Context: an optimization exercise on an open-source flow, tuned for small area, a short achievable clock period and few clock cycles per item. The choices shown serve that exercise and are no tape-out recipe.
Only simulation tests tie the RTL to the original design; equivalence was not proved.
Power is estimated from default activity; no workload was simulated.

## grayscale_rasterizer
module grayscale_rasterizer (
    input  wire        clk,
    input  wire        rst,
    input  wire        cmd_valid,
    output wire        cmd_ready,
    input  wire [39:0] cmd_word,
    input  wire        cmd_dec_ok,
    input  wire [7:0]  cmd_w,
    input  wire [7:0]  cmd_h,
    output wire [12:0] pix_addr,
    input  wire [7:0]  pix_rdata,
    output wire        tx_valid,
    output wire [7:0]  tx_data,
    output wire        tx_last,
    input  wire        tx_ready,
    input  wire        tx_err,
    output reg         log_valid,
    output wire [31:0] log_rec
);
    localparam [3:0] S_IDLE = 4'd0,
                     S_CHK  = 4'd1,
                     S_DIV  = 4'd2,
                     S_H0   = 4'd3,
                     S_H1   = 4'd4,
                     S_H2   = 4'd5,
                     S_P    = 4'd6,
                     S_PB   = 4'd7,
                     S_DONE = 4'd8;
    localparam [1:0] C_OK = 2'd0, C_ILL = 2'd1, C_UNR = 2'd2, C_OOB = 2'd3;
    localparam [2:0] T_NONE  = 3'b000,
                     T_HDR   = 3'b001,
                     T_ZERO  = 3'b010,    
                     T_FULL  = 3'b100,    
                     T_FULLZ = 3'b110;    
    reg  [3:0]  state;
    reg  [7:0]  base_q;
  ...
Size in the first run: roughly 130 I/O pins, roughly 8500 µm² of cells after synthesis.
export LEC_CHECK = 0
export CAP_MARGIN = 20
export CORE_MARGIN = 2
export CORE_UTILIZATION = 70
export CTS_BUF_LIST = sky130_fd_sc_hd__clkbuf_8
export SLEW_MARGIN = 20
create_clock -name core_clock -period 28.0 [get_ports {clk}]
standard.sh (not shown) runs the stock make flow with config.mk's settings and CLKGATE_MAP_FILE= SYNTH_SCRIPT=/design/flow/synth_recipe.tcl, a recipe that flattens the netlist after the stock synthesis.
==> flow/flow/run.sh <==
#!/bin/bash
set -euo pipefail
export BUFFER_PORTS_ARGS="-buffer_cell sky130_fd_sc_hd__buf_1"
bash standard.sh > standard.log 2>&1
The starting point went through all stages and came out clean.
Testbench counts at the start, summed over its fixed seeds: cycles 367,388, frames 768.
Change:
--- a/flow/config.mk
+++ b/flow/config.mk
@@ -9,4 +9,3 @@
 export CORE_MARGIN = 2
-export CORE_UTILIZATION = 70
-export CTS_BUF_LIST = sky130_fd_sc_hd__clkbuf_8
+export CORE_UTILIZATION = 40
 export SLEW_MARGIN = 20
Result: Wire length went up by 0.50%; sequential power stays flat; global-route usage came out lower by 12 points.
Change:
--- a/flow/config.mk
+++ b/flow/config.mk
@@ -9,3 +9,5 @@
 export CORE_MARGIN = 2
-export CORE_UTILIZATION = 40
+export CORE_UTILIZATION = 60
+export CTS_BUF_LIST = sky130_fd_sc_hd__clkbuf_8
+export CTS_CLUSTER_SIZE = 30
 export SLEW_MARGIN = 20
=>
- cell count shrinks by a little under a tenth
- routed wire length grows slightly
- power shrinks by roughly a tenth
- fmax shrinks slightly
- clock skew is about the same
- worst hold slack hardly moves
- synthesized cell count does not change
- global-route usage grows by 8.6 points
Change:
--- a/flow/config.mk
+++ b/flow/config.mk
@@ -9,5 +9,5 @@
 export CORE_MARGIN = 2
-export CORE_UTILIZATION = 60
-export CTS_BUF_LIST = sky130_fd_sc_hd__clkbuf_8
-export CTS_CLUSTER_SIZE = 30
+export CORE_UTILIZATION = 70
+export CTS_BUF_LIST = sky130_fd_sc_hd__clkbuf_4 sky130_fd_sc_hd__clkbuf_8
+export CTS_CLUSTER_DIAMETER = 60
 export SLEW_MARGIN = 20
Result:
- The changed run finished clean
- sequential share of layout area increases by 0.16 points
- hold slack improves by 0.0097 ns
- synthesized area is unchanged
- clock skew barely changes
- setup slack improves by 0.011 ns
- routed wire length decreases by 1.1%

========
Another version of the RTL of grayscale_rasterizer (not shown whole).
For scale: roughly 860 cells after synthesis, about 150 flip-flops, roughly 130 I/O pins, ~8500 sq um of cells after synthesis.
// grayscale_rasterizer
module grayscale_rasterizer (
    input  wire        clk,
    input  wire        rst,
    input  wire        cmd_valid,
    output wire        cmd_ready,
    input  wire [39:0] cmd_word,
    input  wire        cmd_dec_ok,
    input  wire [7:0]  cmd_w,
    input  wire [7:0]  cmd_h,
    output wire [12:0] pix_addr,
    input  wire [7:0]  pix_rdata,
    output wire        tx_valid,
    output wire [7:0]  tx_data,
    output wire        tx_last,
    input  wire        tx_ready,
    input  wire        tx_err,
    output reg         log_valid,
    output wire [31:0] log_rec
);
    localparam [3:0] S_IDLE = 4'd0,
                     S_CHK  = 4'd1,
                     S_DIV  = 4'd2,
                     S_H0   = 4'd3,
                     S_H1   = 4'd4,
                     S_H2   = 4'd5,
                     S_P    = 4'd6,
                     S_PB   = 4'd7,
                     S_DONE = 4'd8,
                     S_Z    = 4'd9;
    localparam [1:0] C_OK = 2'd0, C_ILL = 2'd1, C_UNR = 2'd2, C_OOB = 2'd3;
    localparam [2:0] T_NONE  = 3'b000,
                     T_HDR   = 3'b001,
                     T_ZERO  = 3'b010,    
                     T_FULL  = 3'b100,    
                     T_FULLZ = 3'b110;    
    reg  [3:0]  state;
    reg  [7:0]  base_q;
    reg         fv_q, fh_q;
    reg  [7:0]  w_q, h_q;
    reg         cwa_q, cwb_q, dok_q;    
    reg  [6:0]  dq_q;
    reg  [5:0]  dr_q;
    reg  [7:0]  ra_q, rb_q;
    reg  [5:0]  ca_q, cb_q;
    reg  [3:0]  seg_q;
    reg  [7:0]  bidx_q;
    reg  [12:0] addr_q;
    reg  [2:0]  t1_q, t2_q;
    reg  [3:0]  lo_q;
    reg  [1:0]  hidx_q;
    reg  [1:0]  cnt_q;
    reg         idle_q;      
    reg         pbw_q;       
    reg         ub_q;        
    reg         tv_q, tl_q, hv_q;
    reg  [7:0]  td_q;
    reg  [8:0]  hd_q;
    reg         lk24_q, lk25_q, lk26_q, ls16_q, ls17_q;
    reg  [3:0]  lidx_q;
    assign log_rec = {5'd0, lk26_q, lk25_q, lk24_q, 5'd0, ls17_q, ls17_q, ls16_q,
                      base_q, 4'd0, lidx_q};
    assign cmd_ready = idle_q;
    assign pix_addr  = addr_q;
    assign tx_valid  = tv_q;
  ...
clock: 28.0 ns
lec_check: 0
cap_margin: 20
core_margin: 2
core_utilization: 80
cts_buf_list: sky130_fd_sc_hd__clkbuf_4 sky130_fd_sc_hd__clkbuf_8
cts_cluster_diameter: 60
slew_margin: 20
Scripts as last shown in full above: flow/flow/run.sh
Testbench counts at the start, summed over its fixed seeds: cycles 353,278, frames 768.
Rerun with:
--- a/flow/config.mk
+++ b/flow/config.mk
@@ -8,5 +8,5 @@
 export CAP_MARGIN = 20
 export CORE_MARGIN = 2
-export CORE_UTILIZATION = 80
+export CORE_UTILIZATION = 70
 export CTS_BUF_LIST = sky130_fd_sc_hd__clkbuf_4 sky130_fd_sc_hd__clkbuf_8
 export CTS_CLUSTER_DIAMETER = 60
Setup slack improved by 59 ps.
Global-route usage goes down by 13 points.
Fmax went up by 0.88%.
Routed wire length falls by 21%.
Final area is about the same.
Rerun with:
--- a/flow/config.mk
+++ b/flow/config.mk
@@ -8,6 +8,5 @@
 export CAP_MARGIN = 20
 export CORE_MARGIN = 2
-export CORE_UTILIZATION = 70
-export CTS_BUF_LIST = sky130_fd_sc_hd__clkbuf_4 sky130_fd_sc_hd__clkbuf_8
-export CTS_CLUSTER_DIAMETER = 60
+export CORE_UTILIZATION = 75
+export CTS_BUF_LIST = sky130_fd_sc_hd__clkbuf_8
 export SLEW_MARGIN = 20
The changed run produced a clean layout.
Design area fell by 0.60%.
Clock power came out lower by about 9%.
Via count came out higher by 5.4%.
Utilization increases by 6.5 points.
Global-route usage came out higher by 4.3 points.
Critical path depth does not change.

==> static timing again, ports no longer ideal <==
The results above use ideal ports. As a check the final layouts listed here were re-extracted and re-timed, cells and wires unchanged. Step 1, drivers: a clkbuf_16 drives clk and a buf_2 each remaining input, both assumed. Step 2 times the ports against the registers' clock, not the clock port: input delays grow and output delays shrink by t, the midpoint of the rising clock arrivals with the driver on. a / b / c = ideal / step 1 / step 2; a / b = the first two.
run	t (ns)	setup WS [ns]	hold slack, ns	worst data-port slew with drivers (ns)
the first run of note 1	0.499	21.167 / 21.181 / 20.682	0.437 / 0.437 / 0.437	0.05
the second run of note 1	0.480	21.209 / 21.238 / 20.757	0.430 / 0.430 / 0.430	0.04
the third run of note 1	0.484	21.153 / 21.170 / 20.685	0.427 / 0.427 / 0.427	0.04
the fourth run of note 1	0.494	21.164 / 21.179 / 20.685	0.437 / 0.437 / 0.437	0.05
the first run of note 2	0.477	21.271 / 21.242 / 20.902	0.484 / 0.484 / 0.484	0.05
the second run of note 2	0.489	21.330 / 21.297 / 20.901	0.504 / 0.504 / 0.504	0.05
the third run of note 2	0.483	21.329 / 21.302 / 20.921	0.482 / 0.482 / 0.482	0.06
After both steps every run listed still meets setup and hold. The setup slack of the first run of note 1, which loses most, moves by +0.014 ns with the drivers and by -0.485 ns with both steps.
